Source: an optimization exercise on an open RTL-to-GDS flow (aim: small area). Production flows keep margins and buffers that such runs may drop.
RTL that was checked went through simulation tests only; none was proved equivalent to the original.
Only the layout flow was run in runs 3 and 4; the RTL was not checked for function there.
Power is estimated from default activity; no workload was simulated.

===== flow/config.mk =====
export PLATFORM = sky130hd
export DESIGN_NAME = dbgseq
export DESIGN_NICKNAME = dbgseq
export VERILOG_FILES = /design/flow/design.v
export SDC_FILE = /design/flow/constraint.sdc
export NUM_CORES = 4
export LEC_CHECK = 0
export CAP_MARGIN = 20
export CORE_MARGIN = 2
export CORE_UTILIZATION = 40
export CTS_BUF_LIST = sky130_fd_sc_hd__clkbuf_4 sky130_fd_sc_hd__clkbuf_8
export CTS_CLUSTER_SIZE = 25
export SLEW_MARGIN = 20

===== flow/constraint.sdc =====
create_clock -name core_clock -period 10.0 [get_ports {clk}]
set_input_delay 2.0000 -clock core_clock [delete_from_list [all_inputs] [get_ports {clk}]]
set_output_delay 2.0000 -clock core_clock [all_outputs]
set_load 0.01 [all_outputs]

===== flow/design.v =====
module dbgseq (
    input  wire        clk,
    input  wire        rst,
    input  wire        bus_en,
    input  wire        bus_we,
    input  wire [1:0]  bus_size,
    input  wire [12:0] bus_addr,
    input  wire [31:0] bus_wdata,
    output reg  [31:0] bus_rdata,
    output reg         bus_err,
    output wire        swclk,
    output wire        swdio_o,
    output wire        swdio_oe,
    input  wire        swdio_i
);
    localparam [31:0]  PARAM1 = 32'h0001023E;
    localparam [7:0] OP_PULSE   = 8'h01;
    localparam [7:0] OP_RDBIT   = 8'h02;
    localparam [7:0] OP_WRBIT   = 8'h03;
    localparam [7:0] OP_SETDIR  = 8'h04;
    localparam [7:0] OP_WRBITS  = 8'h05;
    localparam [7:0] OP_RDBITS  = 8'h06;
    localparam [7:0] OP_PARITY  = 8'h07;
    localparam [7:0] OP_CONNECT = 8'h10;
    localparam [7:0] OP_XFER_RD = 8'h20;
    localparam [7:0] OP_XFER_WR = 8'h21;
    localparam [7:0] OP_DUMP    = 8'h30;
    localparam [2:0] RES_NONE      = 3'd0;
    localparam [2:0] RES_OK        = 3'd1;
    localparam [2:0] RES_FAIL      = 3'd2;
    localparam [2:0] RES_FOUND     = 3'd3;
    localparam [2:0] RES_NOT_FOUND = 3'd4;
    localparam [2:0] RES_CAP       = 3'd5;
    localparam [2:0] SS_WAKE        = 3'd1;
    localparam [2:0] SS_LINE_RESET  = 3'd2;
    localparam [2:0] SS_MODE_SWITCH = 3'd3;
    localparam [2:0] SS_LINE_RESET2 = 3'd4;
    localparam [2:0] SS_ID_REQUEST  = 3'd5;
    localparam [2:0] SS_FOUND       = 3'd6;
    localparam [2:0] SS_NOT_FOUND   = 3'd7;
    localparam [127:0] ALERT      = 128'h19BC0EA2_E3DDAFE9_86852D95_6209F392;
    localparam [7:0]   ACTIVATION = 8'h1A;
    localparam [15:0]  SWITCH_SEQ = 16'hE79E;
    localparam [7:0]   REQ_ID     = 8'hA5;
    localparam [7:0]   REQ_ABORT  = 8'h81;
    localparam [7:0]   REQ_SELECT = 8'hB1;
    localparam [7:0]   REQ_ADDR   = 8'h8B;
    localparam [7:0]   REQ_DATA   = 8'h9F;
    localparam [31:0]  ABORT_VAL  = 32'h0000001E;
    localparam [2:0] K_PULSE = 3'd0;
    localparam [2:0] K_RDB   = 3'd1;
    localparam [2:0] K_WRB   = 3'd2;
    localparam [2:0] K_XRD   = 3'd4;
    localparam [2:0] K_XWR   = 3'd5;
    localparam [2:0] K_CONN  = 3'd6;
    localparam [2:0] K_DUMP  = 3'd7;
    localparam [4:0] Q_PRIM  = 5'd0;    
    localparam [4:0] Q_A0    = 5'd3;    
    localparam [4:0] Q_A1    = 5'd4;
    localparam [4:0] Q_A2    = 5'd5;
    localparam [4:0] Q_A3    = 5'd6;    
    localparam [4:0] Q_WI    = 5'd7;    
    localparam [4:0] Q_ACT   = 5'd8;    
    localparam [4:0] Q_LRH   = 5'd9;    
    localparam [4:0] Q_LRI   = 5'd10;   
    localparam [4:0] Q_MS    = 5'd11;   
    localparam [4:0] Q_REQ   = 5'd12;   
    localparam [4:0] Q_TRN   = 5'd13;   
    localparam [4:0] Q_ACK   = 5'd14;   
    localparam [4:0] Q_RD    = 5'd15;   
    localparam [4:0] Q_RPAR  = 5'd16;   
    localparam [4:0] Q_IDLE  = 5'd17;   
    localparam [4:0] Q_WTRN  = 5'd18;   
    localparam [4:0] Q_WD    = 5'd19;   
    localparam [4:0] Q_WPAR  = 5'd20;   
    localparam [4:0] Q_FTRN  = 5'd21;   
    localparam [4:0] Q_RTRN  = 5'd22;   
    localparam [1:0] TP_FIRST   = 2'd0;
    localparam [1:0] TP_ABORT   = 2'd1;
    localparam [1:0] TP_REISSUE = 2'd2;
    reg        err_cmd;
    reg        err_busy;
    reg        recovered;
    reg [2:0]  result;
    reg [31:0] wdata;
    reg [31:0] rdata;
    reg [31:0] dlen;
    reg [31:0] idcode;
    reg [10:0] acks;
    reg [5:0]  dcount;       
    reg [31:0] ring [0:15];
    reg [3:0]  rot;
    reg        swp;          
    reg        swclk_q;
    reg        dir_q;
    reg        sdo_q;
    reg [31:0] cyccnt;
    reg [2:0]  sstate;
    reg        busy;         
    reg        done;         
    reg        ph;           
    reg [4:0]  seq;
    reg [5:0]  cnt;
    reg        lr2;
    reg [2:0]  op;
    reg [7:0]  arg;          
    reg [31:0] sh;           
    reg [1:0]  tph;
    reg [8:0]  tack;         
    reg        trpar;        
    reg        par;          
    reg        rec_any;
    reg        ok_q;
    reg [2:0]  dstep;        
    reg [4:0]  wc;           
    reg        bwe;          
    wire hbusy = busy | done;
    assign swclk    = swclk_q;
    assign swdio_oe = dir_q;
    assign swdio_o  = sdo_q;
    wire        is_reg    = (bus_addr < 13'h030);
    wire        is_buf    = (bus_addr >= 13'h1000) && (bus_addr < 13'h1040);
    wire        reg_ok    = is_reg && (bus_size == 2'd2) && (bus_addr[1:0] == 2'b00);
    wire        buf_ok    = is_buf && !bus_we &&
                            ((bus_size == 2'd0) || ((bus_size == 2'd2) && (bus_addr[1:0] == 2'b00)));
    wire        acc_ok    = reg_ok || buf_ok;
    wire        reg_wr    = bus_en && bus_we && reg_ok;
    wire [7:0]  c_op = bus_wdata[7:0];
    wire [7:0]  c_b  = bus_wdata[15:8];
    wire [5:0]  c_n  = bus_wdata[21:16];
    reg         c_legal;
    always @(*) begin
        c_legal = 1'b0;
        if (bus_wdata[31:22] == 10'b0) begin
            case (c_op)
                OP_PULSE, OP_RDBIT, OP_PARITY, OP_CONNECT, OP_DUMP:
                    c_legal = (bus_wdata[21:8] == 14'b0);
                OP_WRBIT, OP_SETDIR:
                    c_legal = (bus_wdata[21:9] == 13'b0);
                OP_WRBITS, OP_RDBITS:
                    c_legal = (c_b == 8'b0) && (c_n >= 6'd1) && (c_n <= 6'd32);
                OP_XFER_RD, OP_XFER_WR:
                    c_legal = (c_n == 6'b0);
                default:
                    c_legal = 1'b0;
            endcase
        end
    end
    wire cmd_wr      = reg_wr && (bus_addr[5:2] == 4'h0);
    wire cmd_accept  = cmd_wr && !hbusy && c_legal;
    wire cap_exceed  = |dlen[31:6];
    wire do_setdir   = cmd_accept && (c_op == OP_SETDIR);
    wire do_parity   = cmd_accept && (c_op == OP_PARITY);
    wire do_capfail  = cmd_accept && (c_op == OP_DUMP) && cap_exceed;
    wire eng_start   = cmd_accept && !(c_op == OP_SETDIR) && !(c_op == OP_PARITY) &&
                       !((c_op == OP_DUMP) && cap_exceed);
    wire       is_tx   = op[2];
    wire       tx_rd   = (op == K_XRD) || (op == K_CONN) || ((op == K_DUMP) && dstep[2:1] != 2'b00 && dstep != 3'd2);
    wire       tx_recov = (op != K_CONN);
    reg [7:0]  cur_req;
    always @(*) begin
        if (tph == TP_ABORT)
            cur_req = REQ_ABORT;
        else if (!op[1])
            cur_req = arg;
        else if (!op[0])
            cur_req = REQ_ID;
        else case (dstep)
            3'd0:    cur_req = REQ_ABORT;
            3'd1:    cur_req = REQ_SELECT;
            3'd2:    cur_req = REQ_ADDR;
            default: cur_req = REQ_DATA;
        endcase
    end
    wire       pay_const = (tph == TP_ABORT) || ((op == K_DUMP) && (dstep[1:0] != 2'd2));
    wire       pay_cval  = (tph == TP_ABORT || dstep[1:0] == 2'd0) ? ABORT_VAL[cnt[4:0]] : 1'b0;
    wire       pay_bit   = pay_const ? pay_cval : sh[cnt[4:0]];
    reg [5:0] seg_len;
    reg       cyc_dir;
    reg       cyc_wr;
    reg       cyc_rd;
    reg       cyc_bit;
    always @(*) begin
        seg_len = 6'd1;
        cyc_dir = 1'b1;
        cyc_wr  = 1'b1;
        cyc_rd  = 1'b0;
        cyc_bit = 1'b0;
        case (seq)
            Q_PRIM:  begin seg_len = {1'b0, arg[4:0]} + 6'd1; cyc_dir = dir_q;
                           cyc_wr = (op == K_WRB); cyc_rd = (op == K_RDB); cyc_bit = sh[cnt[4:0]]; end
            Q_A0:    begin seg_len = 6'd32; cyc_bit = ALERT[{2'd0, cnt[4:0]}]; end
            Q_A1:    begin seg_len = 6'd32; cyc_bit = ALERT[{2'd1, cnt[4:0]}]; end
            Q_A2:    begin seg_len = 6'd32; cyc_bit = ALERT[{2'd2, cnt[4:0]}]; end
            Q_A3:    begin seg_len = 6'd32; cyc_bit = ALERT[{2'd3, cnt[4:0]}]; end
            Q_WI:    begin seg_len = 6'd4;  cyc_bit = 1'b0; end
            Q_ACT:   begin seg_len = 6'd8;  cyc_bit = ACTIVATION[cnt[2:0]]; end
            Q_LRH:   begin seg_len = 6'd62; cyc_bit = 1'b1; end
            Q_LRI:   begin seg_len = 6'd2;  cyc_bit = 1'b0; end
            Q_MS:    begin seg_len = 6'd16; cyc_bit = SWITCH_SEQ[cnt[3:0]]; end
            Q_REQ:   begin seg_len = 6'd8;  cyc_bit = cur_req[cnt[2:0]]; end
            Q_TRN:   begin seg_len = 6'd1;  cyc_dir = 1'b0; cyc_wr = 1'b0; end
            Q_ACK:   begin seg_len = 6'd3;  cyc_dir = 1'b0; cyc_wr = 1'b0; cyc_rd = 1'b1; end
            Q_RD:    begin seg_len = 6'd32; cyc_dir = 1'b0; cyc_wr = 1'b0; cyc_rd = 1'b1; end
            Q_RPAR:  begin seg_len = 6'd1;  cyc_dir = 1'b0; cyc_wr = 1'b0; cyc_rd = 1'b1; end
            Q_IDLE:  begin seg_len = 6'd4;  cyc_bit = 1'b0; end
            Q_WTRN:  begin seg_len = 6'd1;  cyc_dir = 1'b0; cyc_wr = 1'b0; end
            Q_WD:    begin seg_len = 6'd32; cyc_bit = pay_bit; end
            Q_WPAR:  begin seg_len = 6'd1;  cyc_bit = par; end
            Q_FTRN:  begin seg_len = 6'd1;  cyc_dir = 1'b0; cyc_wr = 1'b0; end
            Q_RTRN:  begin seg_len = 6'd1;  cyc_dir = 1'b0; cyc_wr = 1'b0; end
            default: begin seg_len = 6'd1;  cyc_dir = dir_q; cyc_wr = 1'b0; end
        endcase
    end
    wire       seg_last = (cnt == seg_len - 6'd1);
    reg  [2:0] ack;
    always @(*) begin
        case (tph)
            TP_FIRST: ack = tack[2:0];
            TP_ABORT: ack = tack[5:3];
            default:  ack = tack[8:6];
        endcase
    end
    wire       ack_ok   = (ack == 3'b001);
    wire [3:0] ack_idx  = {1'b0, tph, 1'b0} + {2'b0, tph} + {2'b0, cnt[1:0]};
    wire [4:0] need     = {1'b0, arg[5:2]} + {4'b0, |arg[1:0]};
    wire [6:0] wbytes   = {wc, 2'b00};
    wire [5:0] fail_cnt = (wbytes < {1'b0, arg[5:0]}) ? wbytes[5:0] : arg[5:0];
    wire       st_win = busy && (seq == Q_IDLE) && (tph != TP_ABORT) && (op == K_DUMP) &&
                        (dstep == 3'd4) && !swp;
    wire       st_now = st_win && (wc[2:0] == ~rot[2:0]);
    wire       st_at0 = st_now && (wc[3] == ~rot[3]);
    wire       st_at8 = st_now && (wc[3] == rot[3]);
    wire [31:0] sh_sw = {sh[7:0], sh[15:8], sh[23:16], sh[31:24]};
    integer i;
    always @(posedge clk) begin
        for (i = 1; i < 16; i = i + 1)
            if (i != 8) ring[i] <= ring[i-1];
        ring[0] <= st_at0 ? sh_sw : ring[15];
        ring[8] <= st_at8 ? sh_sw : ring[7];
        rot     <= rst ? 4'd0 : rot + 4'd1;
    end
    task start_tx;
        begin
            seq   <= Q_REQ;
            tph   <= TP_FIRST;
            tack  <= 9'b0;
            trpar <= 1'b0;
        end
    endtask
    task finish;
        input ok;
        begin
            busy <= 1'b0;
            done <= 1'b1;
            ok_q <= ok;
        end
    endtask
    task tx_end;
        input ok;
        begin
            if (op == K_CONN) begin
                finish(ok);
                sstate <= ok ? SS_FOUND : SS_NOT_FOUND;
            end else if (op != K_DUMP) begin
                finish(ok);
            end else if (!ok) begin
                finish(1'b0);
            end else if (dstep != 3'd4) begin
                if (dstep == 3'd3 && need == 5'd0)
                    finish(1'b1);
                else begin
                    dstep <= dstep + 3'd1;
                    start_tx;
                end
            end else begin
                bwe <= 1'b1;
                if (wc + 5'd1 == need)
                    finish(1'b1);
                else
                    start_tx;
            end
        end
    endtask
    always @(posedge clk) begin
        done <= 1'b0;
        bwe  <= 1'b0;
        if (rst) begin
            swclk_q <= 1'b1;
            dir_q   <= 1'b0;
            sdo_q   <= 1'b0;
            cyccnt  <= 32'b0;
            sstate  <= 3'd0;
            busy    <= 1'b0;
            swp     <= 1'b0;
        end else if (!busy) begin
            if (bwe) begin
                wc  <= wc + 5'd1;
                swp <= 1'b0;
            end
            if (do_setdir)
                dir_q <= c_b[0];
            if (eng_start) begin
                busy    <= 1'b1;
                ph      <= 1'b0;
                cnt     <= 6'd0;
                lr2     <= 1'b0;
                rec_any <= 1'b0;
                dstep   <= 3'd0;
                wc      <= 5'd0;
                sh      <= (c_op == OP_RDBIT || c_op == OP_RDBITS) ? 32'b0 :
                           {wdata[31:1], (c_op == OP_WRBIT) ? c_b[0] : wdata[0]};
                case (c_op)
                    OP_PULSE:   begin op <= K_PULSE; seq <= Q_PRIM; arg <= 8'd0; end
                    OP_RDBIT:   begin op <= K_RDB;   seq <= Q_PRIM; arg <= 8'd0; end
                    OP_RDBITS:  begin op <= K_RDB;   seq <= Q_PRIM; arg <= {2'b0, c_n - 6'd1}; end
                    OP_WRBIT:   begin op <= K_WRB;   seq <= Q_PRIM; arg <= 8'd0; end
                    OP_WRBITS:  begin op <= K_WRB;   seq <= Q_PRIM; arg <= {2'b0, c_n - 6'd1}; end
                    OP_CONNECT: begin op <= K_CONN;  seq <= Q_A0; sstate <= SS_WAKE; end
                    OP_XFER_RD: begin op <= K_XRD;   arg <= c_b; start_tx; end
                    OP_XFER_WR: begin op <= K_XWR;   arg <= c_b; start_tx; end
                    default:    begin op <= K_DUMP;  arg <= {2'b0, dlen[5:0]}; start_tx; end
                endcase
            end
        end else if (!ph) begin
            if (bwe) begin
                wc  <= wc + 5'd1;
                swp <= 1'b0;
            end
            if (st_now) begin
                sh  <= st_at0 ? ring[15] : ring[7];
                swp <= 1'b1;
            end
            ph      <= 1'b1;
            swclk_q <= 1'b0;
            dir_q   <= cyc_dir;
            if (cyc_wr)
                sdo_q <= cyc_bit;
            if (seq == Q_REQ)
                par <= 1'b0;
            if (seq == Q_ACK)
                tack[ack_idx] <= swdio_i;
            else if (cyc_rd && seq != Q_RPAR)
                sh[cnt[4:0]] <= swdio_i;
            if (seq == Q_RD || seq == Q_WD || seq == Q_RPAR || seq == Q_WPAR)
                par <= par ^ (cyc_rd ? swdio_i : cyc_bit);
            if (seq == Q_RPAR)
                trpar <= swdio_i;
        end else begin
            if (st_now) begin
                sh  <= st_at0 ? ring[15] : ring[7];
                swp <= 1'b1;
            end
            ph      <= 1'b0;
            swclk_q <= 1'b1;
            cyccnt  <= cyccnt + 32'd1;
            if (!seg_last) begin
                cnt <= cnt + 6'd1;
            end else begin
                cnt <= 6'd0;
                case (seq)
                    Q_PRIM: finish(1'b1);
                    Q_A0:  seq <= Q_A1;
                    Q_A1:  seq <= Q_A2;
                    Q_A2:  seq <= Q_A3;
                    Q_A3:  seq <= Q_WI;
                    Q_WI:  seq <= Q_ACT;
                    Q_ACT: begin
                        seq    <= Q_LRH;
                        sstate <= SS_LINE_RESET;
                    end
                    Q_LRH: seq <= Q_LRI;
                    Q_LRI: begin
                        if (!lr2) begin
                            seq    <= Q_MS;
                            sstate <= SS_MODE_SWITCH;
                        end else begin
                            sstate <= SS_ID_REQUEST;
                            start_tx;
                        end
                    end
                    Q_MS: begin
                        seq    <= Q_LRH;
                        lr2    <= 1'b1;
                        sstate <= SS_LINE_RESET2;
                    end
                    Q_REQ: seq <= Q_TRN;
                    Q_TRN: seq <= Q_ACK;
                    Q_ACK: begin
                        if (tph == TP_ABORT)
                            seq <= Q_WTRN;
                        else if (ack_ok)
                            seq <= tx_rd ? Q_RD : Q_WTRN;
                        else if (tph == TP_FIRST && tx_recov) begin
                            seq     <= Q_RTRN;
                            rec_any <= 1'b1;
                        end else
                            seq <= Q_FTRN;
                    end
                    Q_RTRN: begin
                        seq <= Q_REQ;
                        tph <= TP_ABORT;
                    end
                    Q_RD:   seq <= Q_RPAR;
                    Q_RPAR: seq <= Q_IDLE;
                    Q_WTRN: seq <= Q_WD;
                    Q_WD:   seq <= Q_WPAR;
                    Q_WPAR: seq <= Q_IDLE;
                    Q_IDLE: begin
                        if (tph == TP_ABORT) begin
                            seq <= Q_REQ;
                            tph <= TP_REISSUE;
                        end else
                            tx_end(1'b1);
                    end
                    Q_FTRN: begin
                        dir_q <= 1'b1;    
                        tx_end(1'b0);
                    end
                    default: finish(1'b1);
                endcase
            end
        end
    end
    always @(posedge clk) begin
        if (rst) begin
            err_cmd   <= 1'b0;
            err_busy  <= 1'b0;
            recovered <= 1'b0;
            result    <= RES_NONE;
            wdata     <= 32'b0;
            rdata     <= 32'b0;
            dlen      <= 32'b0;
            idcode    <= 32'b0;
            acks      <= 11'b0;
            dcount    <= 6'b0;
        end else begin
            if (reg_wr) begin
                case (bus_addr[5:2])
                    4'h0: begin  
                        if (hbusy)
                            err_busy <= 1'b1;
                        else if (!c_legal)
                            err_cmd <= 1'b1;
                    end
                    4'h1: begin  
                        if (bus_wdata[1]) err_cmd  <= 1'b0;
                        if (bus_wdata[2]) err_busy <= 1'b0;
                    end
                    4'h2: wdata <= bus_wdata;
                    4'h4: dlen  <= bus_wdata;
                    default: ;
                endcase
            end
            if (do_setdir) begin
                result    <= RES_NONE;
                recovered <= 1'b0;
            end
            if (do_parity) begin
                result    <= RES_NONE;
                recovered <= 1'b0;
                rdata     <= {31'b0, ^wdata};
            end
            if (do_capfail) begin
                result    <= RES_CAP;
                recovered <= 1'b0;
                dcount    <= 6'b0;
            end
            if (done) begin
                if (!is_tx) begin
                    result    <= RES_NONE;
                    recovered <= 1'b0;
                    if (op == K_RDB)
                        rdata <= sh;
                end else begin
                    acks <= {par, trpar, tack};
                    if (op == K_CONN) begin
                        result    <= ok_q ? RES_FOUND : RES_NOT_FOUND;
                        recovered <= 1'b0;
                        idcode    <= ok_q ? sh : 32'b0;
                    end else begin
                        result    <= ok_q ? RES_OK : RES_FAIL;
                        recovered <= rec_any;
                        if (ok_q && op == K_XRD)
                            rdata <= sh;
                        if (op == K_DUMP)
                            dcount <= ok_q ? arg[5:0] : fail_cnt;
                    end
                end
            end
        end
    end
    wire [31:0] status = {21'b0, sstate, 1'b0, result, recovered, err_busy, err_cmd, hbusy};
    wire [31:0] pins   = {29'b0, sdo_q, dir_q, swclk_q};
    reg [31:0] reg_rd;
    always @(*) begin
        case (bus_addr[5:2])
            4'h0:    reg_rd = 32'b0;
            4'h1:    reg_rd = status;
            4'h2:    reg_rd = wdata;
            4'h3:    reg_rd = rdata;
            4'h4:    reg_rd = dlen;
            4'h5:    reg_rd = idcode;
            4'h6:    reg_rd = {21'b0, acks};
            4'h7:    reg_rd = {26'b0, dcount};
            4'h8:    reg_rd = cyccnt;
            4'h9:    reg_rd = pins;
            4'hA:    reg_rd = 32'd64;
            default: reg_rd = PARAM1;
        endcase
    end
    wire [3:0]  buf_at   = bus_addr[5:2] + rot;
    reg  [31:0] rq [0:3];
    integer j;
    always @(*) begin
        for (j = 0; j < 4; j = j + 1)
            case (buf_at[1:0])
                2'd0: rq[j] = ring[4*j];
                2'd1: rq[j] = ring[4*j+1];
                2'd2: rq[j] = ring[4*j+2];
                default: rq[j] = ring[4*j+3];
            endcase
    end
    reg [31:0] rsel;
    always @(*) begin
        case (buf_at[3:2])
            2'd0: rsel = rq[0];
            2'd1: rsel = rq[1];
            2'd2: rsel = rq[2];
            default: rsel = rq[3];
        endcase
    end
    wire [31:0] buf_word = (swp && bus_addr[5:2] == wc[3:0]) ? sh : rsel;
    reg  [7:0]  buf_byte;
    always @(*) begin
        case (bus_addr[1:0])
            2'd0:    buf_byte = buf_word[7:0];
            2'd1:    buf_byte = buf_word[15:8];
            2'd2:    buf_byte = buf_word[23:16];
            default: buf_byte = buf_word[31:24];
        endcase
    end
    always @(posedge clk) begin
        if (bus_en) begin
            bus_err <= !acc_ok;
            if (!bus_addr[12])
                bus_rdata <= reg_rd;
            else
                bus_rdata <= {buf_word[31:8] & {24{bus_size[1]}}, buf_byte};
        end
    end
endmodule

===== flow/run.sh =====
#!/bin/bash
# synth_recipe.tcl (not shown) runs the flow's synth.tcl, then flattens the netlist and writes it again
# the make line also repeats each setting of config.mk as NAME=value (left out here)
make -C /OpenROAD-flow-scripts/flow DESIGN_CONFIG=/design/flow/config.mk WORK_HOME=/design/flow/orfs CLKGATE_MAP_FILE= SYNTH_SCRIPT=/design/flow/synth_recipe.tcl finish

==> implementation parameters, run 1 <==
Parameter                              Value

Yosys
  Post-synthesis instance area    33600 um2
  Number of synthesized register bits    821
  Post-synth top flop    dfxtp_1
  Fraction of synthesized area in multiplexers    0.145
  Avg Inst Size Synth    10.8 um2
  Count of distinct cell types in the synthesized netlist    84
  Library cell occupying the most area in the post-synthesis netlist    dfxtp_1
  Most repeated cell in the gate-level netlist after synthesis    dfxtp_1
  Fraction of synthesized cell area taken by the top area cell type    0.422
  Yosys Warn Count    3
  Compound-cell area share of the yosys netlist    0.135
  Adder-Cell Fraction of Synth Area    0.0156
  Share of the yosys chip area belonging to registers    0.523
  FFs w/ async S/R, synth    0
  Simple-gate share of the synthesized area    0.120
  Parity-gate share of the synthesized area counting xor and xnor cells    0.0293
  Dominant combinational cell family by area after synthesis    multiplexers
  Synth top cells by count    709 x dfxtp_1, 353 x nand2_1, 214 x a21oi_1
  Number of enable-type register cells in the synthesized netlist    112
  Most area-consuming cells after synthesis    dfxtp_1 42%, edfxtp_1 10%, mux4_2 9.2%, nand2_1 3.9%, a21oi_1 3.2%
  Synth Instances    3111
  Synth Net Count    3203

Clock tree
  Clock-pin slew on the worst setup and hold paths    60 ps
  H-tree lvl count    4
  Total clock buffers created by CTS    131
  Number of gates resized after cts    0
  TritonCTS clock tree    yes
  CTS Root Cell    clkbuf_8
  TritonCTS Sinks    821
  Clock insertion delay at the later pin of the skew report    840 ps
  Maximum clock insertion buffer count    3
  Count of buffers added by post-CTS timing repair for setup    0
  Number of hold buffers added after cts    0

Floorplan
  # IOs    88
  Overall die width    294 um
  Die Area    86300 um2
  Core outline area    83400 um2
  Chip height    294 um
  Initial Util    0.403
  Row Count    106

Route
  Met2 wirelength from detailed routing    46500 um
  Top layer used by detailed routing    met4
  Post-route met1 wirelength    46000 um
  Final wirelength    106000 um
  Final routed DRC violation total    0
  Total via count after detailed routing    25600
  Via/cell ratio    5.89
  Count of TritonRoute iterations in the first routing pass    12
  Drt wl/cell    24.5 um
  Met3 routed wirelength    10000 um
  Post-DRT Antenna Nets    0
  Drt first-iter violations    3108

Status
  Result of the run  timing/DRC/antenna clean

Global routing
  Via count of the first global-routing pass    24100
  Total Routing Usage GR    0.244
  Number of antenna violations at the first check in global routing    1
  Overall overflow remaining after global route    0
  Pin count of the biggest net entering global routing    92
  First-pass GRT wire length    159000 um

Place
  Final HPWL from detailed placement    73000 um
  Number of cells in the design after placement    4097
  I/O Buffers    87
  Final Wtd Congestion    0.948

Setup path
  Critical setup path kind    input pin to register
  Nature of the critical path endpoint    register
  Data arrival time at the worst-slack endpoint    6430 ps
  Max FO, Critical Path    49
  Worst Path Required    10550 ps
  Element type at the critical path start    input pin

STA
  RSZ-0062 raised after global routing    no
  Hold violation total from the final report    0
  Aggregate negative setup slack    0 ps
  Peak clock frequency supported by timing    170 MHz
  Clock period minus worst slack    5880 ps
  Clock Skew    70.9 ps
  Part of the cycle the worst path needs    0.588
  Number of endpoints failing setup at the final stage    0
  Least-Margin Pin Slew    1120 ps
  Max-Slew Margin vs Limit    0.253
  Number of slew-limit violations in the final report    0

Finish
  Total number of nets in the final design    3243
  Fillers    7707
  Area occupied by multi-input gates    15100 um2
  Final cell count without fillers    4336
  Utilization of the core after routing    0.460
  Share of final-layout standard cells stronger than drive strength 1    0.163
  Syn-to-layout area delta    14.3%
  Sequential cell area in the final layout    17600 um2

Job
  Number of violations of the max-capacitance limit    0

Power
  VDD IR max    0.118 mV
  Power density of the placed cells    182 nW/um2
  Leakage power total    13.9 nW

Min path
  Class of the most critical hold timing path    register to register
## routing by layer
| metal | GRT usage | up-vias |
|---|---|---|
| met2 | 0.366 | 1338 |
| met4 | 0.0973 | 0 |
| met5 | 0 | - |
| met3 | 0.0477 | 203 |
| met1 | 0.346 | 12500 |
| li1 | - | 11500 |
## metrics by stage
stage | area [um2] | hold WS, ps | power [mW] | setup slack [ps]
2_1_floorplan | 33600 | 326 | 3.71 | 4360
4_1_cts | 38400 | 320 | 7.03 | 4150
5_1_grt | 38400 | 331 | 7.21 | 3840
3_3_place_gp | 35400 | 328 | 3.88 | 3390
6_report | 38400 | 321 | 6.99 | 4120
3_5_place_dp | 35400 | 331 | 3.88 | 3270
## registers in the layout (all words and copies together) (netlist names), 6 cells and up
| signal | flops |
|---|---|
| dlen | 32 |
| ring | 512 |
| bus_rdata | 32 |
| tack | 9 |
| rdata | 32 |
| arg | 8 |
| idcode | 32 |
| acks | 11 |
| sh | 32 |
| wdata | 32 |
| cyccnt | 32 |
| dcount | 6 |
| cnt | 6 |
## report_power, final
part	switching [mW]	total, mW	internal, mW
Sequential	0.0179	3.37	3.35
Combinational	0.272	0.441	0.169
Clock	1.40	3.18	1.77
Total	1.69	6.99	5.29
## area by class of cell
class / count / area share
Sequential cell: 821 / 0.457
Clock inverter: 36 / 0.0113
Timing Repair Buffer: 132 / 0.0322
Antenna cell: 1 / 0.0000652
Inverter: 53 / 0.00518
Tap cell: 1080 / 0.0352
Multi-Input combinational cell: 2012 / 0.393
Clock buffer: 201 / 0.0657
## cells by family after synthesis
family                   after synthesis
multiplexers                         305
XOR/XNOR                             110
adder cells (fa/ha/maj)               40
buffers and inverters                278
AO/OA/AOI/OAI                        680
flip-flops                           821
AND/OR/NAND/NOR                      877
## critical path, cell delays in order
cell	delay [ps]
clkdlybuf4s50_1	400
buf_4	220
ha_4	190
fa_4	460
xor2_4	770
buf_4	460
buf_4	620
nor2b_1	110
a211oi_1	240
a211oi_1	80
a21oi_1	280
mux2i_1	220
a31oi_1	200
o21ai_0	100
## layout by cell type, fill, tap and decap left out, types with 56 or more instances in the layout
cell             Yosys  routed
mux2_2              81      81
xnor2_1             68      67
o21ai_0             91      91
a211oi_1            82      81
mux2i_1             82      82
clkdlybuf4s50_1      0      85
mux4_2             137     137
nor2_1             200     196
nand3_1             87      87
dfxtp_1            709     708
clkbuf_8             0     162
nor2b_1             57      56
a22oi_1             66      66
edfxtp_1           112     112
nand2_1            353     352
a21oi_1            214     213
## worst paths after layout
path	slack (ps)	to	cells past startpoint	startpoint
worst max-delay path	4120	bus_rdata[4]	14	bus_addr[2]
worst min register to register	320	ring[6][31]	0	ring[5][31]
worst min-delay path	320	ring[6][31]	0	ring[5][31]
worst max register to register	5390	seq[3]	11	seq[0]
==> run 2, diff against run 1 <==
--- a/flow/config.mk
+++ b/flow/config.mk
@@ -10,4 +10,2 @@
 export CORE_UTILIZATION = 40
-export CTS_BUF_LIST = sky130_fd_sc_hd__clkbuf_4 sky130_fd_sc_hd__clkbuf_8
-export CTS_CLUSTER_SIZE = 25
 export SLEW_MARGIN = 20
==> implementation parameters, run 2 <==
Parameter                              Value

Status
  Result of the run  timing/DRC/antenna clean

Clock tree
  TritonCTS Sinks    821
  H-tree lvl count    3
  Maximum clock insertion buffer count    3
  CTS Root Cell    clkbuf_16
  Number of gates resized after cts    0
  Number of hold buffers added after cts    0
  Clock insertion delay at the later pin of the skew report    650 ps
  Count of buffers added by post-CTS timing repair for setup    0
  Total clock buffers created by CTS    83
  Clock-pin slew on the worst setup and hold paths    60 ps
  TritonCTS clock tree    yes

Route
  Met2 wirelength from detailed routing    46200 um
  Count of TritonRoute iterations in the first routing pass    8
  Post-DRT Antenna Nets    0
  Via/cell ratio    5.95
  Drt wl/cell    24.9 um
  Final wirelength    106000 um
  Drt first-iter violations    3291
  Total via count after detailed routing    25300
  Post-route met1 wirelength    46300 um
  Met3 routed wirelength    9760 um
  Top layer used by detailed routing    met5
  Final routed DRC violation total    0

Setup path
  Endpoint of the lowest-slack register-to-register path    seq[0]
  Slowest library cell on the worst path    xor2_4
  Crit path from    bus_addr[2]
  Critical setup path kind    input pin to register
  Cell repeated most along the worst path    buf_4
  Capture point of the critical path    bus_rdata[1]
  Data arrival time at the worst-slack endpoint    6470 ps
  Reg2Reg Depth    11
  CP peak stage delay    770 ps
  R2R setup slack    5390 ps
  Cell-by-cell trace of the critical path    clkdlybuf4s50_1 -> buf_4 -> ha_4 -> fa_4 -> xor2_4 -> buf_4 -> buf_4 -> nor2b_1 -> a211oi_1 -> a211oi_1 -> a21oi_1 -> mux2i_1 -> o22ai_1 -> nor2_1
  Element type at the critical path start    input pin
  Worst Path Required    10390 ps
  Worst R2R Start    seq[0]
  Nature of the critical path endpoint    register
  Max FO, Critical Path    49

Global routing
  Number of antenna violations at the first check in global routing    3
  Via count of the first global-routing pass    23700
  Overall overflow remaining after global route    0
  Pin count of the biggest net entering global routing    92
  First-pass GRT wire length    158000 um
  Total Routing Usage GR    0.242

STA
  Part of the cycle the worst path needs    0.608
  Max-Slew Margin vs Limit    0.277
  Clock Skew    41.5 ps
  Final Worst Setup Slack    3920 ps
  Number of endpoints failing setup at the final stage    0
  Hold violation total from the final report    0
  RSZ-0062 raised after global routing    no
  Peak clock frequency supported by timing    164 MHz
  Number of slew-limit violations in the final report    0
  Least-Margin Pin Slew    1080 ps
  Clock period minus worst slack    6080 ps
  Aggregate negative setup slack    0 ps

Place
  I/O Buffers    87
  Setup WS pre-CTS    3270 ps
  Final HPWL from detailed placement    73000 um
  Number of cells in the design after placement    4097
  Final Wtd Congestion    0.948

Floorplan
  Core outline area    83400 um2
  Row Count    106
  Die Area    86300 um2
  Chip height    294 um
  Initial Util    0.403
  Overall die width    294 um
  # IOs    88

Yosys
  Number of synthesized register bits    821
  Post-synth top flop    dfxtp_1
  FFs w/ async S/R, synth    0
  Most area-consuming cells after synthesis    dfxtp_1 42%, edfxtp_1 10%, mux4_2 9.2%, nand2_1 3.9%, a21oi_1 3.2%
  Library cell occupying the most area in the post-synthesis netlist    dfxtp_1
  Post-synthesis instance area    33600 um2
  Most repeated cell in the gate-level netlist after synthesis    dfxtp_1
  Yosys Warn Count    3
  Synth top cells by count    709 x dfxtp_1, 353 x nand2_1, 214 x a21oi_1
  Number of enable-type register cells in the synthesized netlist    112
  Synth Instances    3111
  Count of distinct cell types in the synthesized netlist    84
  Share of the yosys chip area belonging to registers    0.523
  Avg Inst Size Synth    10.8 um2
  Synth Net Count    3203
  Fraction of synthesized cell area taken by the top area cell type    0.422

Power
  Leakage power total    13.7 nW
  Clock network power share    0.455
  Internal power of the cells    5.34 mW
  Power density of the placed cells    183 nW/um2
  Total net switching power    1.65 mW
  Sw frac    0.236
  Share of power burned in combinational logic    0.063
  Proportion of power drawn by flip-flops and latches    0.482
  VDD IR max    0.121 mV

Finish
  Flip-flop count of the largest register after layout    512
  Total number of nets in the final design    3195
  Top register by number of flip-flops    ring
  Fillers    7656
  Most frequent standard cell in the layout excluding fill and tap cells    dfxtp_1
  Utilization of the core after routing    0.458
  Syn-to-layout area delta    13.8%
  Commonest cells after routing, fill and taps aside    708 x dfxtp_1, 352 x nand2_1, 213 x a21oi_1
  Final cell count without fillers    4251
  Share of final-layout standard cells stronger than drive strength 1    0.136

Job
  Number of violations of the max-capacitance limit    0

Min path
  Class of the most critical hold timing path    register to register
-- run 2: cell counts after synthesis --
No cell type changed its count.
-- run 2: layout make-up --
type / instances / area (um2) / area share
antenna: 2 / 5.00 / 0.000131
timing repair buffer: 132 / 1240 / 0.0324
sequential: 821 / 17600 / 0.459
clock inverter: 30 / 327 / 0.00854
tap: 1080 / 1350 / 0.0353
multi-input combinational: 2012 / 15100 / 0.395
clock buffer: 121 / 2480 / 0.0647
inverter: 53 / 199 / 0.00520
-- run 2: per-stage QoR --
step | hold slack (ps) | power (mW) | cell area, um2
2_1_floorplan | 326 | 3.71 | 33600
3_3_place_gp | 328 | 3.88 | 35400
3_5_place_dp | 331 | 3.88 | 35400
4_1_cts | 330 | 7.03 | 38200
5_1_grt | 342 | 7.18 | 38200
6_report | 327 | 6.99 | 38200
-- run 2: routing by layer --
layer / up-vias / GRT usage
met5: - / 0
met4: 2 / 0.0885
met3: 176 / 0.0421
met2: 1261 / 0.364
met1: 12500 / 0.348
li1: 11400 / -
-- run 2: worst min path at each step --
stage	startpoint	to	depth (start not counted)	slack, ps
6_report	ring[11][29]	ring[12][29]	0	330
5_1_grt	ring[1][16]	ring[2][16]	0	340
4_1_cts	ring[6][11]	ring[7][11]	0	330
3_5_place_dp	ring[2][31]	ring[3][31]	0	330
3_3_place_gp	ring[6][30]	ring[7][30]	0	330
2_1_floorplan	ring[10][0]	ring[11][0]	0	330
-- run 2: logic make-up after synthesis --
| group | after synthesis | share of synthesized area |
|---|---|---|
| compound gates | 680 | 0.135 |
| xor+xnor | 110 | 0.0293 |
| fa+ha+maj | 40 | 0.0156 |
| buf+inv | 278 | 0.0328 |
| flops | 821 | 0.523 |
| mux | 305 | 0.145 |
| simple gates | 877 | 0.120 |
-- run 2: worst max-delay path, delay by kind of cell --
kind / cells / cell delay [ps]
fa+ha+maj: 2 / 650
compound gates: 4 / 970
buf+inv: 4 / 1700
xor+xnor: 1 / 770
simple gates: 2 / 210
mux: 1 / 130
-- run 2: power by group through the flow --
stage	registers (mW)	clock network, mW	logic (mW)
6_report	3.37	3.18	0.440
5_1_grt	3.37	3.35	0.469
4_1_cts	3.37	3.22	0.439
3_5_place_dp	3.44	0	0.440
3_3_place_gp	3.44	0	0.436
2_1_floorplan	3.43	0	0.280
==> run 3, diff against run 2 <==
--- a/flow/design.v
+++ b/flow/design.v
@@ -224,3 +224,3 @@
     wire       ack_ok   = (ack == 3'b001);
-    wire [3:0] ack_idx  = {1'b0, tph, 1'b0} + {2'b0, tph} + {2'b0, cnt[1:0]};
+    wire [2:0] ack_sh   = {swdio_i, ack[2:1]};
     wire [4:0] need     = {1'b0, arg[5:2]} + {4'b0, |arg[1:0]};
@@ -284,2 +284,4 @@
     endtask
+    always @(posedge clk)
+        cyccnt <= rst ? 32'b0 : cyccnt + {31'b0, busy & ph};
     always @(posedge clk) begin
@@ -291,3 +293,2 @@
             sdo_q   <= 1'b0;
-            cyccnt  <= 32'b0;
             sstate  <= 3'd0;
@@ -340,5 +341,9 @@
                 par <= 1'b0;
-            if (seq == Q_ACK)
-                tack[ack_idx] <= swdio_i;
-            else if (cyc_rd && seq != Q_RPAR)
+            if (seq == Q_ACK) begin
+                case (tph)
+                    TP_FIRST: tack[2:0] <= ack_sh;
+                    TP_ABORT: tack[5:3] <= ack_sh;
+                    default:  tack[8:6] <= ack_sh;
+                endcase
+            end else if (cyc_rd && seq != Q_RPAR)
                 sh[cnt[4:0]] <= swdio_i;
@@ -355,3 +360,2 @@
             swclk_q <= 1'b1;
-            cyccnt  <= cyccnt + 32'd1;
             if (!seg_last) begin
--- a/flow/config.mk
+++ b/flow/config.mk
@@ -9,3 +9,5 @@
 export CORE_MARGIN = 2
-export CORE_UTILIZATION = 40
+export CORE_UTILIZATION = 60
+export CTS_CLUSTER_DIAMETER = 60
+export CTS_CLUSTER_SIZE = 25
 export SLEW_MARGIN = 20
==> implementation parameters, run 3 <==
Parameter                              Value

STA
  Number of slew-limit violations in the final report    0
  Max-Slew Margin vs Limit    0.220
  RSZ-0062 raised after global routing    no
  Part of the cycle the worst path needs    0.670
  Clock Skew    25.8 ps
  Least-Margin Pin Slew    1170 ps
  Peak clock frequency supported by timing    149 MHz
  Aggregate negative setup slack    0 ps
  Number of endpoints failing setup at the final stage    0
  Clock period minus worst slack    6700 ps
  Hold violation total from the final report    0

Yosys
  Most area-consuming cells after synthesis    dfxtp_1 42%, edfxtp_1 10%, mux4_2 9.3%, nand2_1 4.6%, a21oi_1 3.3%
  FFs w/ async S/R, synth    0
  Library cell occupying the most area in the post-synthesis netlist    dfxtp_1
  Count of distinct cell types in the synthesized netlist    87
  Fraction of synthesized area in multiplexers    0.144
  Yosys Warn Count    3
  Number of enable-type register cells in the synthesized netlist    112
  Post-synth top flop    dfxtp_1
  Adder-Cell Fraction of Synth Area    0.0126
  Most repeated cell in the gate-level netlist after synthesis    dfxtp_1
  Share of the yosys chip area belonging to registers    0.526
  Compound-cell area share of the yosys netlist    0.127
  Synth Net Count    3199
  Synth Instances    3114
  Avg Inst Size Synth    10.7 um2
  Dominant combinational cell family by area after synthesis    multiplexers
  Post-synthesis instance area    33400 um2
  Synth top cells by count    709 x dfxtp_1, 406 x nand2_1, 221 x a21oi_1
  Parity-gate share of the synthesized area counting xor and xnor cells    0.0276
  Simple-gate share of the synthesized area    0.132
  Fraction of synthesized cell area taken by the top area cell type    0.425
  Number of synthesized register bits    821

Clock tree
  TritonCTS Sinks    821
  H-tree lvl count    2
  TritonCTS clock tree    yes
  Clock insertion delay at the later pin of the skew report    630 ps
  Clock-pin slew on the worst setup and hold paths    100 ps
  Count of buffers added by post-CTS timing repair for setup    0
  Number of hold buffers added after cts    0
  CTS Root Cell    clkbuf_16
  Total clock buffers created by CTS    48
  Number of gates resized after cts    0
  Maximum clock insertion buffer count    3

Setup path
  Worst Path Required    10370 ps
  Element type at the critical path start    input pin
  Nature of the critical path endpoint    register
  Max FO, Critical Path    65
  Critical setup path kind    input pin to register
  Data arrival time at the worst-slack endpoint    7070 ps

Route
  Drt first-iter violations    3110
  Final routed DRC violation total    0
  Top layer used by detailed routing    met5
  Total via count after detailed routing    25400
  Count of TritonRoute iterations in the first routing pass    6
  Post-route met1 wirelength    43200 um
  Via/cell ratio    6.59
  Met2 wirelength from detailed routing    47100 um
  Met3 routed wirelength    10200 um
  Drt wl/cell    27.3 um
  Post-DRT Antenna Nets    0
  Final wirelength    105000 um

Floorplan
  Chip height    240 um
  Row Count    86
  Initial Util    0.606
  Core outline area    55100 um2
  # IOs    88
  Die Area    57600 um2
  Overall die width    240 um

Global routing
  Overall overflow remaining after global route    0
  Via count of the first global-routing pass    24200
  Total Routing Usage GR    0.364
  Number of antenna violations at the first check in global routing    3
  First-pass GRT wire length    156000 um
  Pin count of the biggest net entering global routing    114

Place
  Final HPWL from detailed placement    74100 um
  Final Wtd Congestion    0.993
  I/O Buffers    87

Finish
  Top register by number of flip-flops    ring
  Utilization of the core after routing    0.662
  Syn-to-layout area delta    9.22%
  Total number of nets in the final design    3165
  Number of diodes    0
  Most frequent standard cell in the layout excluding fill and tap cells    dfxtp_1
  Flip-flop count of the largest register after layout    512
  Commonest cells after routing, fill and taps aside    709 x dfxtp_1, 405 x nand2_1, 220 x a21oi_1
  Share of final-layout standard cells stronger than drive strength 1    0.125

Job
  Number of violations of the max-capacitance limit    0

Power
  Total net switching power    1.45 mW
  Internal power of the cells    4.54 mW
  Clock network power share    0.366
  Proportion of power drawn by flip-flops and latches    0.561
  Leakage power total    13.0 nW
  Share of power burned in combinational logic    0.073
  VDD IR max    0.141 mV
  Sw frac    0.242
  Power density of the placed cells    164 nW/um2
  Post-route total power    5.99 mW

Status
  Result of the run  timing/DRC/antenna clean

Min path
  Class of the most critical hold timing path    register to register
## run 3: worst paths after layout
path                    start      endpoint  slack (ps)  cells past startpoint
setup / recovery  bus_addr[2]  bus_rdata[3]        3300                     10
hold / removal    ring[2][29]   ring[3][29]         340                      0
setup reg to reg       arg[0]       tack[3]        5140                     14
hold reg to reg   ring[2][29]   ring[3][29]         340                      0
## run 3: worst max-delay path, stage by stage
cell and delay, ps:
clkdlybuf4s50_1 850, ha_4 410, fa_4 1400, buf_4 850, mux4_2 410, nand2_1 80, a21oi_1 80, a2111oi_0 610
a311o_1 220, a21oi_1 50
## run 3: power by group through the flow
stage                     clock [mW]  sequential [mW]  combinational (mW)
after floorplan                    0             3.43               0.269
after global placement             0             3.44               0.429
after detailed placement           0             3.44               0.433
after CTS                       2.21             3.36               0.434
after global routing            2.31             3.36               0.459
final                           2.19             3.36               0.435
## run 3: final cells by class
type                            instances  area [um2]
Tap cell                              748         936
Fill cell                            4294       18600
Sequential cell                       821       17600
Timing Repair Buffer                  140        1290
Inverter                               40         150
Clock inverter                         21         253
Clock buffer                           61        1330
Multi-Input combinational cell       2029       15000
## run 3: through the flow
step	hold slack, ps	instance area (um2)	cells	setup slack, ps
finish	340	36500	3860	3300
global route	349	36500	3860	3200
CTS	342	36400	3857	3410
detailed placement	331	34900	3775	2780
global placement	328	34800	3775	2800
floorplan	326	33400	3114	4230
## run 3: metal layers
metal,vias to the layer above,GRT usage
met2,1361,0.561
met4,6,0.149
li1,11300,-
met3,257,0.0615
met1,12500,0.511
met5,-,0
## run 3: cell families after synthesis
group / after synthesis
flops: 821
buf+inv: 264
fa+ha+maj: 33
compound gates: 649
mux: 299
simple gates: 945
xor+xnor: 103
==> run 4, diff against run 3 <==
--- a/flow/config.mk
+++ b/flow/config.mk
@@ -9,5 +9,5 @@
 export CORE_MARGIN = 2
-export CORE_UTILIZATION = 60
-export CTS_CLUSTER_DIAMETER = 60
-export CTS_CLUSTER_SIZE = 25
+export CORE_UTILIZATION = 40
+export CTS_CLUSTER_DIAMETER = 70
+export CTS_CLUSTER_SIZE = 20
 export SLEW_MARGIN = 20
==> implementation parameters, run 4 <==
Parameter                              Value

Finish
  Flip-flop count of the largest register after layout    512
  Top register by number of flip-flops    ring
  Most frequent standard cell in the layout excluding fill and tap cells    dfxtp_1
  Number of diodes    0
  Commonest cells after routing, fill and taps aside    709 x dfxtp_1, 405 x nand2_1, 220 x a21oi_1
  Sequential cell area in the final layout    17600 um2
  Final design area excluding fillers    36900 um2
  Syn-to-layout area delta    10.4%
  Total number of nets in the final design    3171
  Area occupied by multi-input gates    15000 um2
  Share of final-layout standard cells stronger than drive strength 1    0.122
  Fillers    7686

STA
  Max-Slew Margin vs Limit    0.106
  RSZ-0062 raised after global routing    no
  Part of the cycle the worst path needs    0.621
  Worst-case hold slack    320 ps
  Number of slew-limit violations in the final report    0
  Least-Margin Pin Slew    1340 ps
  Clock period minus worst slack    6210 ps
  Clock Skew    59.6 ps
  Hold violation total from the final report    0
  Peak clock frequency supported by timing    161 MHz
  Number of endpoints failing setup at the final stage    0
  Aggregate negative setup slack    0 ps

Yosys
  Synth Instances    3114
  Number of synthesized register bits    821
  Yosys Warn Count    3
  FFs w/ async S/R, synth    0
  Share of the yosys chip area belonging to registers    0.526
  Synth Net Count    3199
  Post-synthesis instance area    33400 um2
  Fraction of synthesized cell area taken by the top area cell type    0.425
  Most area-consuming cells after synthesis    dfxtp_1 42%, edfxtp_1 10%, mux4_2 9.3%, nand2_1 4.6%, a21oi_1 3.3%
  Avg Inst Size Synth    10.7 um2
  Most repeated cell in the gate-level netlist after synthesis    dfxtp_1
  Library cell occupying the most area in the post-synthesis netlist    dfxtp_1
  Post-synth top flop    dfxtp_1
  Synth top cells by count    709 x dfxtp_1, 406 x nand2_1, 221 x a21oi_1
  Number of enable-type register cells in the synthesized netlist    112
  Count of distinct cell types in the synthesized netlist    87

Global routing
  Number of antenna violations at the first check in global routing    2
  Grt met2 use    0.373
  Via count of the first global-routing pass    23600
  Overall overflow remaining after global route    0
  Met1 routing resource usage after global routing    0.339
  First-pass GRT wire length    157000 um
  Total Routing Usage GR    0.240
  M3 GR Usage    0.0427
  GRT Max-Usage Layer    met2
  Pin count of the biggest net entering global routing    108

Setup path
  Critical setup path kind    input pin to register
  R2R setup slack    5200 ps
  Worst Path Required    10400 ps
  CP peak stage delay    1360 ps
  Element type at the critical path start    input pin
  Slowest library cell on the worst path    fa_4
  Max FO, Critical Path    57
  Cell-by-cell trace of the critical path    clkdlybuf4s50_1 -> ha_4 -> fa_4 -> buf_4 -> mux4_2 -> mux2_2 -> o22ai_1 -> a31oi_1 -> mux2i_1 -> a311o_1 -> a21oi_1
  Nature of the critical path endpoint    register
  Data arrival time at the worst-slack endpoint    6610 ps

Route
  Drt wl/cell    25.2 um
  Final routed DRC violation total    0
  Total via count after detailed routing    24900
  Post-DRT Antenna Nets    0
  Count of TritonRoute iterations in the first routing pass    6
  Via/cell ratio    5.95
  Drt first-iter violations    2675
  Final wirelength    105000 um

Floorplan
  Row Count    105
  Core outline area    82400 um2
  Overall die width    293 um
  Die Area    85800 um2
  Initial Util    0.406
  Chip height    293 um
  # IOs    88

Job
  Number of violations of the max-capacitance limit    0

Power
  Leakage power total    13.0 nW
  Post-route total power    5.99 mW
  Power density of the placed cells    162 nW/um2
  VDD IR max    0.155 mV

Min path
  Class of the most critical hold timing path    register to register

Place
  I/O Buffers    87
  Final Wtd Congestion    0.959
  Final HPWL from detailed placement    73600 um
  Placement-stage cell area    35300 um2

Clock tree
  Clock-pin slew on the worst setup and hold paths    90 ps
  Maximum clock insertion buffer count    3
  TritonCTS Sinks    821
  Clock insertion delay at the later pin of the skew report    670 ps
  Count of buffers added by post-CTS timing repair for setup    0
  TritonCTS clock tree    yes
  Total clock buffers created by CTS    52
  CTS Root Cell    clkbuf_16
  H-tree lvl count    2
  Number of gates resized after cts    0
  Number of hold buffers added after cts    0

Status
  Result of the run  timing/DRC/antenna clean
==> run 4: worst paths after layout <==
path / from / to / cells after the start
max reg2reg: arg[0] / tack[5] / 14
min reg2reg: ring[10][8] / ring[11][8] / 0
min: ring[10][8] / ring[11][8] / 0
max: bus_addr[2] / bus_rdata[3] / 11
==> run 4: cells by family (layout without fill, tap and decap cells) <==
family	after synthesis	after routing	synth area share
buffers and inverters	264	265	0.0313
DFF	821	821	0.526
muxes	299	299	0.144
xor gates and xnor gates	103	103	0.0276
AOI/OAI and AO/OA	649	649	0.127
and+or+nand+nor	945	945	0.132
adders and majority gates	33	33	0.0126
==> run 4: per-layer routing <==
layer	part of all wire	vias to the layer above
li1	-	11300
met3	0.082	181
met1	0.44	12400
met5	0	-
met2	0.45	1080
met4	0.034	0
==> run 4: worst max-delay path: cells and delay by family <==
family	cells	cell delay (ps)
buffers and inverters	2	1430
AOI/OAI and AO/OA	4	480
adders and majority gates	2	1730
muxes	3	880
==> run 4: metrics by stage <==
| stage | util | instances | setup slack (ps) |
|---|---|---|---|
| final | 0.448 | 4185 | 3790 |
| after global routing | 0.448 | 4185 | 3600 |
| after floorplan | - | 3114 | 4230 |
| after global placement | 0.428 | 4099 | 3190 |
| after CTS | 0.448 | 4184 | 3870 |
| after detailed placement | 0.428 | 4101 | 3160 |
==> run 4: area by class of cell <==
type | count | area share
sequential | 821 | 0.476
multi-input combinational | 2029 | 0.405
clock buffer | 68 | 0.0369
tap | 1070 | 0.0363
timing repair buffer | 142 | 0.0353
clock inverter | 15 | 0.00627
inverter | 40 | 0.00407
==> run 4: power by group <==
group          internal (mW)  total, mW  switching (mW)
combinational          0.160      0.435           0.275
sequential              3.35       3.36          0.0146
clock                  0.996       2.20            1.20
==> run 5, diff against run 4 <==
--- a/flow/design.v
+++ b/flow/design.v
@@ -40,3 +40,3 @@
     localparam [2:0] SS_NOT_FOUND   = 3'd7;
-    localparam [127:0] ALERT      = 128'h19BC0EA2_E3DDAFE9_86852D95_6209F392;
+    localparam [6:0]   ALERT_SEED = 7'd76;
     localparam [7:0]   ACTIVATION = 8'h1A;
@@ -84,6 +84,10 @@
     reg [2:0]  result;
-    reg [31:0] wdata;
+    reg [31:0] wdata_q;
     reg [31:0] rdata;
-    reg [31:0] dlen;
-    reg [31:0] idcode;
+    reg [31:0] dlen_q;
+    reg [31:0] idcode_q;
+    reg        z_wd, z_dl, z_id;
+    wire [31:0] wdata  = z_wd ? 32'b0 : wdata_q;
+    wire [31:0] dlen   = z_dl ? 32'b0 : dlen_q;
+    wire [31:0] idcode = z_id ? 32'b0 : idcode_q;
     reg [10:0] acks;
@@ -177,2 +181,3 @@
     wire       pay_bit   = pay_const ? pay_cval : sh[cnt[4:0]];
+    wire      alert_bit = sh[0] ^ sh[3] ^ sh[5] ^ sh[6];
     reg [5:0] seg_len;
@@ -191,6 +196,6 @@
                            cyc_wr = (op == K_WRB); cyc_rd = (op == K_RDB); cyc_bit = sh[cnt[4:0]]; end
-            Q_A0:    begin seg_len = 6'd32; cyc_bit = ALERT[{2'd0, cnt[4:0]}]; end
-            Q_A1:    begin seg_len = 6'd32; cyc_bit = ALERT[{2'd1, cnt[4:0]}]; end
-            Q_A2:    begin seg_len = 6'd32; cyc_bit = ALERT[{2'd2, cnt[4:0]}]; end
-            Q_A3:    begin seg_len = 6'd32; cyc_bit = ALERT[{2'd3, cnt[4:0]}]; end
+            Q_A0:    begin seg_len = 6'd32; cyc_bit = alert_bit; end
+            Q_A1:    begin seg_len = 6'd32; cyc_bit = alert_bit; end
+            Q_A2:    begin seg_len = 6'd32; cyc_bit = alert_bit; end
+            Q_A3:    begin seg_len = 6'd32; cyc_bit = alert_bit; end
             Q_WI:    begin seg_len = 6'd4;  cyc_bit = 1'b0; end
@@ -312,2 +317,3 @@
                 sh      <= (c_op == OP_RDBIT || c_op == OP_RDBITS) ? 32'b0 :
+                           (c_op == OP_CONNECT) ? {25'b0, ALERT_SEED} :
                            {wdata[31:1], (c_op == OP_WRBIT) ? c_b[0] : wdata[0]};
@@ -341,2 +347,4 @@
                 par <= 1'b0;
+            if (seq == Q_A0 || seq == Q_A1 || seq == Q_A2 || seq == Q_A3)
+                sh[6:0] <= {sh[5:0], alert_bit};
             if (seq == Q_ACK) begin
@@ -434,6 +442,6 @@
             result    <= RES_NONE;
-            wdata     <= 32'b0;
+            z_wd      <= 1'b1;
             rdata     <= 32'b0;
-            dlen      <= 32'b0;
-            idcode    <= 32'b0;
+            z_dl      <= 1'b1;
+            z_id      <= 1'b1;
             acks      <= 11'b0;
@@ -453,4 +461,4 @@
                     end
-                    4'h2: wdata <= bus_wdata;
-                    4'h4: dlen  <= bus_wdata;
+                    4'h2: begin wdata_q <= bus_wdata; z_wd <= 1'b0; end
+                    4'h4: begin dlen_q  <= bus_wdata; z_dl <= 1'b0; end
                     default: ;
@@ -483,3 +491,4 @@
                         recovered <= 1'b0;
-                        idcode    <= ok_q ? sh : 32'b0;
+                        idcode_q  <= sh;
+                        z_id      <= !ok_q;
                     end else begin
==> implementation parameters, run 5 <==
Parameter                              Value

Status
  Result of the run  timing/DRC/antenna clean

Yosys
  Avg Inst Size Synth    11.9 um2
  Library cell occupying the most area in the post-synthesis netlist    dfxtp_1
  Number of synthesized register bits    824
  Post-synthesis instance area    32900 um2
  Fraction of synthesized cell area taken by the top area cell type    0.374
  Share of the yosys chip area belonging to registers    0.564
  Most repeated cell in the gate-level netlist after synthesis    dfxtp_1
  Synth top cells by count    616 x dfxtp_1, 255 x nand2_1, 208 x edfxtp_1
  Count of distinct cell types in the synthesized netlist    91
  Post-synth top flop    dfxtp_1
  Number of enable-type register cells in the synthesized netlist    208
  Synth Instances    2775
  Most area-consuming cells after synthesis    dfxtp_1 37%, edfxtp_1 19%, mux4_2 9.5%, nand2_1 2.9%, mux2_2 2.7%
  Synth Net Count    2856
  Yosys Warn Count    3
  FFs w/ async S/R, synth    0

Setup path
  Element type at the critical path start    input pin
  Critical setup path kind    input pin to register
  Worst R2R Start    arg[0]
  Nature of the critical path endpoint    register
  Data arrival time at the worst-slack endpoint    6930 ps
  Crit path from    bus_addr[4]
  Max FO, Critical Path    17
  R2R setup slack    5010 ps
  Endpoint of the lowest-slack register-to-register path    seq[2]
  Worst Path Required    10270 ps
  Reg2Reg Depth    14

STA
  Peak clock frequency supported by timing    150 MHz
  Aggregate negative setup slack    0 ps
  Clock period minus worst slack    6660 ps
  RSZ-0062 raised after global routing    no
  Hold violation total from the final report    0
  Max-Slew Margin vs Limit    0.171
  Number of slew-limit violations in the final report    0
  Clock Skew    43.2 ps
  Least-Margin Pin Slew    1230 ps
  Part of the cycle the worst path needs    0.666
  Worst-case hold slack    348 ps
  Number of endpoints failing setup at the final stage    0

Finish
  Flip-flop count of the largest register after layout    512
  Final cell count without fillers    3887
  Syn-to-layout area delta    10.7%
  Top register by number of flip-flops    ring
  Commonest cells after routing, fill and taps aside    615 x dfxtp_1, 254 x nand2_1, 208 x edfxtp_1
  Final design area excluding fillers    36500 um2
  Number of diodes    0
  Fillers    7414
  Share of final-layout standard cells stronger than drive strength 1    0.137
  Total number of nets in the final design    2865
  Most frequent standard cell in the layout excluding fill and tap cells    dfxtp_1

Power
  Power density of the placed cells    166 nW/um2
  Leakage power total    12.9 nW
  VDD IR max    0.143 mV

Route
  Final routed DRC violation total    0
  Drt first-iter violations    3138
  Total via count after detailed routing    23800
  Final wirelength    108000 um
  Drt wl/cell    27.8 um
  Via/cell ratio    6.12
  Count of TritonRoute iterations in the first routing pass    9
  Post-DRT Antenna Nets    0

Clock tree
  CTS Root Cell    clkbuf_16
  Clock-pin slew on the worst setup and hold paths    80 ps
  Count of buffers added by post-CTS timing repair for setup    0
  H-tree lvl count    2
  TritonCTS Sinks    824
  TritonCTS clock tree    yes
  Number of hold buffers added after cts    0
  Total clock buffers created by CTS    50
  Maximum clock insertion buffer count    3
  Clock insertion delay at the later pin of the skew report    670 ps
  Number of gates resized after cts    0

Min path
  Worst hold start    ring[5][30]
  Min-Delay Endpoint    ring[6][30]
  Class of the most critical hold timing path    register to register
  WHS Path Cells    0

Floorplan
  Overall die width    291 um
  # IOs    88
  Chip height    291 um
  Core outline area    81800 um2
  Die Area    84700 um2
  Initial Util    0.403
  Row Count    105

Place
  Final HPWL from detailed placement    75800 um
  Final Wtd Congestion    0.955
  Placement-stage cell area    34900 um2
  I/O Buffers    87
  Number of cells in the design after placement    3801

Job
  Number of violations of the max-capacitance limit    0

Global routing
  Via count of the first global-routing pass    23600
  Number of antenna violations at the first check in global routing    4
  Pin count of the biggest net entering global routing    91
  Total Routing Usage GR    0.250
  Overall overflow remaining after global route    0
  First-pass GRT wire length    160000 um
==> run 5: cell count changes in the layout (fill, tap and decap cells not counted), moves of 21 or more <==
cell	delta
inv_1	+22
nor2_1	-38
a222oi_1	+22
a21oi_1	-93
dfxtp_1	-94
a211oi_1	-21
a22oi_1	-30
edfxtp_1	+96
nand2_1	-151
==> run 5: logic make-up (layout without fill, tap and decap cells) <==
kind of cell             Yosys count  after routing  share of synthesized area
buffers and inverters            246            288                     0.0300
AO/OA/AOI/OAI                    533            533                      0.111
AND/OR/NAND/NOR                  738            738                      0.109
adder cells (fa/ha/maj)           29             29                     0.0112
multiplexers                     299            299                      0.147
flip-flops                       824            824                      0.564
XOR/XNOR                         106            106                     0.0282
==> run 5: layout make-up <==
class                      count  area, um2  area share
clock inverter                11        139     0.00381
timing repair buffer         142       1300      0.0357
inverter                      61        229     0.00628
tap                         1070       1340      0.0367
clock buffer                  74       1410      0.0388
multi-input combinational   1705      13500       0.370
sequential                   824      18600       0.509
==> run 5: layer usage <==
layer / track usage / wire length, um / vias up
li1: - / - / 10400
met2: 0.398 / 49300 / 1174
met1: 0.342 / 45200 / 12000
met5: 0 / 13 / -
met3: 0.0404 / 8960 / 255
met4: 0.0983 / 4700 / 2
==> run 5: critical path: stages <==
cell	delay, ps
clkdlybuf4s50_1	850
inv_1	500
o2111ai_1	300
nor3_1	1060
and3_1	340
o211ai_1	170
nor2_1	710
a21oi_2	110
or2_1	380
a21oi_1	500
==> run 5: power by group <==
| part | switching [mW] | total (mW) | internal (mW) |
|---|---|---|---|
| Clock | 1.16 | 2.16 | 1.00 |
| Combinational | 0.287 | 0.450 | 0.164 |
| Sequential | 0.0172 | 3.43 | 3.42 |
==> run 5: worst max-delay path by stage <==
| stage | to | slack (ps) | cells past startpoint |
|---|---|---|---|
| after floorplan | wdata_q[0] | 4320 | 6 |
| after global placement | seq[4] | 2830 | 10 |
| after detailed placement | bus_rdata[7] | 2800 | 10 |
| after CTS | bus_rdata[5] | 3460 | 11 |
| after global routing | seq[2] | 3230 | 10 |
| final | seq[2] | 3340 | 10 |
==> run 5: per-stage QoR <==
stage	worst slack (ps)	utilization	power, mW
after floorplan	4320	-	3.76
after global placement	2830	0.427	3.95
after detailed placement	2800	0.427	3.96
after CTS	3460	0.446	6.07
after global routing	3230	0.446	6.22
final	3340	0.446	6.05
==> run 6, diff against run 5 <==
==> flow/flow/run.sh (new file) <==
#!/bin/bash
# The standard layout (standard.sh, standard synthesis included) with two
# changes passed to ORFS through its own variables:
#  - clock tree: sink clusters of up to 20 registers within 70 um, and no
#    dummy loads on the leaf buffers
#  - port buffers: sky130_fd_sc_hd__buf_1 instead of the delay buffer
# make's full output goes to flow_make.log; each ORFS step also keeps its
# own log under orfs/logs/.
set -euo pipefail
export CTS_ARGS="-sink_clustering_enable -repair_clock_nets -dont_use_dummy_load -sink_clustering_size 20 -sink_clustering_max_diameter 70"
export BUFFER_PORTS_ARGS="-buffer_cell sky130_fd_sc_hd__buf_1"
bash standard.sh > flow_make.log 2>&1
==> flow/standard.sh (new file) <==
#!/bin/bash
# synth_recipe.tcl (not shown) runs the flow's synth.tcl, then flattens the netlist and writes it again
# the make line also repeats each setting of config.mk as NAME=value (left out here)
make -C /OpenROAD-flow-scripts/flow DESIGN_CONFIG=/design/flow/config.mk WORK_HOME=/design/flow/orfs CLKGATE_MAP_FILE= SYNTH_SCRIPT=/design/flow/synth_recipe.tcl "${@:-finish}"
--- a/flow/config.mk
+++ b/flow/config.mk
@@ -10,4 +10,2 @@
 export CORE_UTILIZATION = 40
-export CTS_CLUSTER_DIAMETER = 70
-export CTS_CLUSTER_SIZE = 20
 export SLEW_MARGIN = 20
removed: flow/run.sh
==> implementation parameters, run 6 <==
Parameter                              Value

Route
  Met2 wirelength from detailed routing    48000 um
  Final routed DRC violation total    0
  Drt wl/cell    27.6 um
  Count of TritonRoute iterations in the first routing pass    10
  Met3 routed wirelength    9800 um

Clock tree
  CTS Root Cell    clkbuf_16
  TritonCTS Sinks    824
  Count of buffers added by post-CTS timing repair for setup    0
  Maximum clock insertion buffer count    3
  Clock-pin slew on the worst setup and hold paths    80 ps
  TritonCTS clock tree    yes

Yosys
  Number of enable-type register cells in the synthesized netlist    208
  Yosys Warn Count    3
  Synth Instances    2775
  Avg Inst Size Synth    11.9 um2
  Post-synthesis instance area    32900 um2
  Most repeated cell in the gate-level netlist after synthesis    dfxtp_1
  Count of distinct cell types in the synthesized netlist    91
  Most area-consuming cells after synthesis    dfxtp_1 37%, edfxtp_1 19%, mux4_2 9.5%, nand2_1 2.9%, mux2_2 2.7%
  Fraction of synthesized cell area taken by the top area cell type    0.374
  Share of the yosys chip area belonging to registers    0.564

Setup path
  Element type at the critical path start    input pin
  Max FO, Critical Path    48
  Cell-by-cell trace of the critical path    buf_1 -> buf_4 -> ha_4 -> fa_4 -> buf_4 -> buf_4 -> mux4_2 -> nand2_1 -> a32oi_1 -> o21ai_0 -> mux4_2 -> o21ai_0
  Cell repeated most along the worst path    buf_4
  Worst Path Required    10470 ps
  Slowest library cell on the worst path    fa_4
  Data arrival time at the worst-slack endpoint    6540 ps

Finish
  Top register by number of flip-flops    ring
  Commonest cells after routing, fill and taps aside    615 x dfxtp_1, 254 x nand2_1, 208 x edfxtp_1
  Area occupied by multi-input gates    13500 um2
  Sequential cell area in the final layout    18600 um2
  Fillers    7476
  Most frequent standard cell in the layout excluding fill and tap cells    dfxtp_1

Global routing
  Number of antenna violations at the first check in global routing    10

STA
  Least-Margin Pin Slew    1210 ps
  Part of the cycle the worst path needs    0.607
  Aggregate negative setup slack    0 ps

Power
  VDD IR max    0.117 mV
  Proportion of power drawn by flip-flops and latches    0.587
  Sw frac    0.237

Status
  Result of the run  timing/DRC/antenna clean

Floorplan
  Chip height    291 um
  Die Area    84700 um2
  Core outline area    81800 um2

Place
  Number of cells in the design after placement    3808
  Final HPWL from detailed placement    75100 um
  Placement-stage cell area    34400 um2

Min path
  Class of the most critical hold timing path    register to register
[run 6: cell counts after synthesis]
No cell type changed its count.
[run 6: kinds of logic (layout without fill, tap and decap cells)]
| logic type | Yosys count | in the layout | share of synthesized area |
|---|---|---|---|
| AO/OA/AOI/OAI | 533 | 533 | 0.111 |
| AND/OR/NAND/NOR | 738 | 738 | 0.109 |
| multiplexers | 299 | 299 | 0.147 |
| adder cells (fa/ha/maj) | 29 | 29 | 0.0112 |
| buffers and inverters | 246 | 261 | 0.0300 |
| other | 0 | 1 | 0 |
| XOR/XNOR | 106 | 106 | 0.0282 |
| flip-flops | 824 | 824 | 0.564 |
[run 6: power groups by stage]
stage / Combinational [mW] / Sequential, mW / Clock [mW]
2_1_floorplan: 0.261 / 3.50 / 0
3_3_place_gp: 0.416 / 3.51 / 0
3_5_place_dp: 0.420 / 3.51 / 0
4_1_cts: 0.421 / 3.43 / 2.02
5_1_grt: 0.448 / 3.43 / 2.13
6_report: 0.424 / 3.43 / 1.99
[run 6: worst max-delay path: cells and delay by family]
family / cells / cell delay (ps)
simple gates: 1 / 60
buf+inv: 4 / 1610
compound gates: 3 / 580
fa+ha+maj: 2 / 1380
mux: 2 / 800
[run 6: final timing paths]
path / to / start / cells after the start / slack, ps
worst max-delay path: bus_rdata[7] / bus_addr[2] / 12 / 3930
worst min-delay path: ring[5][30] / ring[4][30] / 0 / 310
worst max register to register: seq[2] / arg[0] / 14 / 4930
worst min register to register: ring[5][30] / ring[4][30] / 0 / 310
[run 6: metrics by stage]
step	power (mW)	worst slack, ps	utilization
final	5.84	3930	0.436
after global routing	6.00	3810	0.436
after CTS	5.87	3970	0.436
after detailed placement	3.93	3300	0.420
after global placement	3.92	3450	0.420
after floorplan	3.76	4320	-
[run 6: routing by layer]
metal  vias up  track usage
li1      10300            -
met1     12000        0.333
met2      1205        0.386
met3       257       0.0530
met4         8       0.0990
met5         -            0
[run 6: cell type report]
cell class / instances / area share
Antenna cell: 1 / 0.0000701
Clock buffer: 51 / 0.0357
Inverter: 61 / 0.00641
Multi-Input combinational cell: 1705 / 0.377
Sequential cell: 824 / 0.520
Tap cell: 1070 / 0.0375
Timing Repair Buffer: 149 / 0.0229

Check on run 6: ideal ports give 3.928 ns setup slack; a clkbuf_16 on the clock port and buf_2 on the inputs give 3.973 ns; moving port delays by the midpoint clock arrival (0.675 ns) as well gives 3.298 ns.
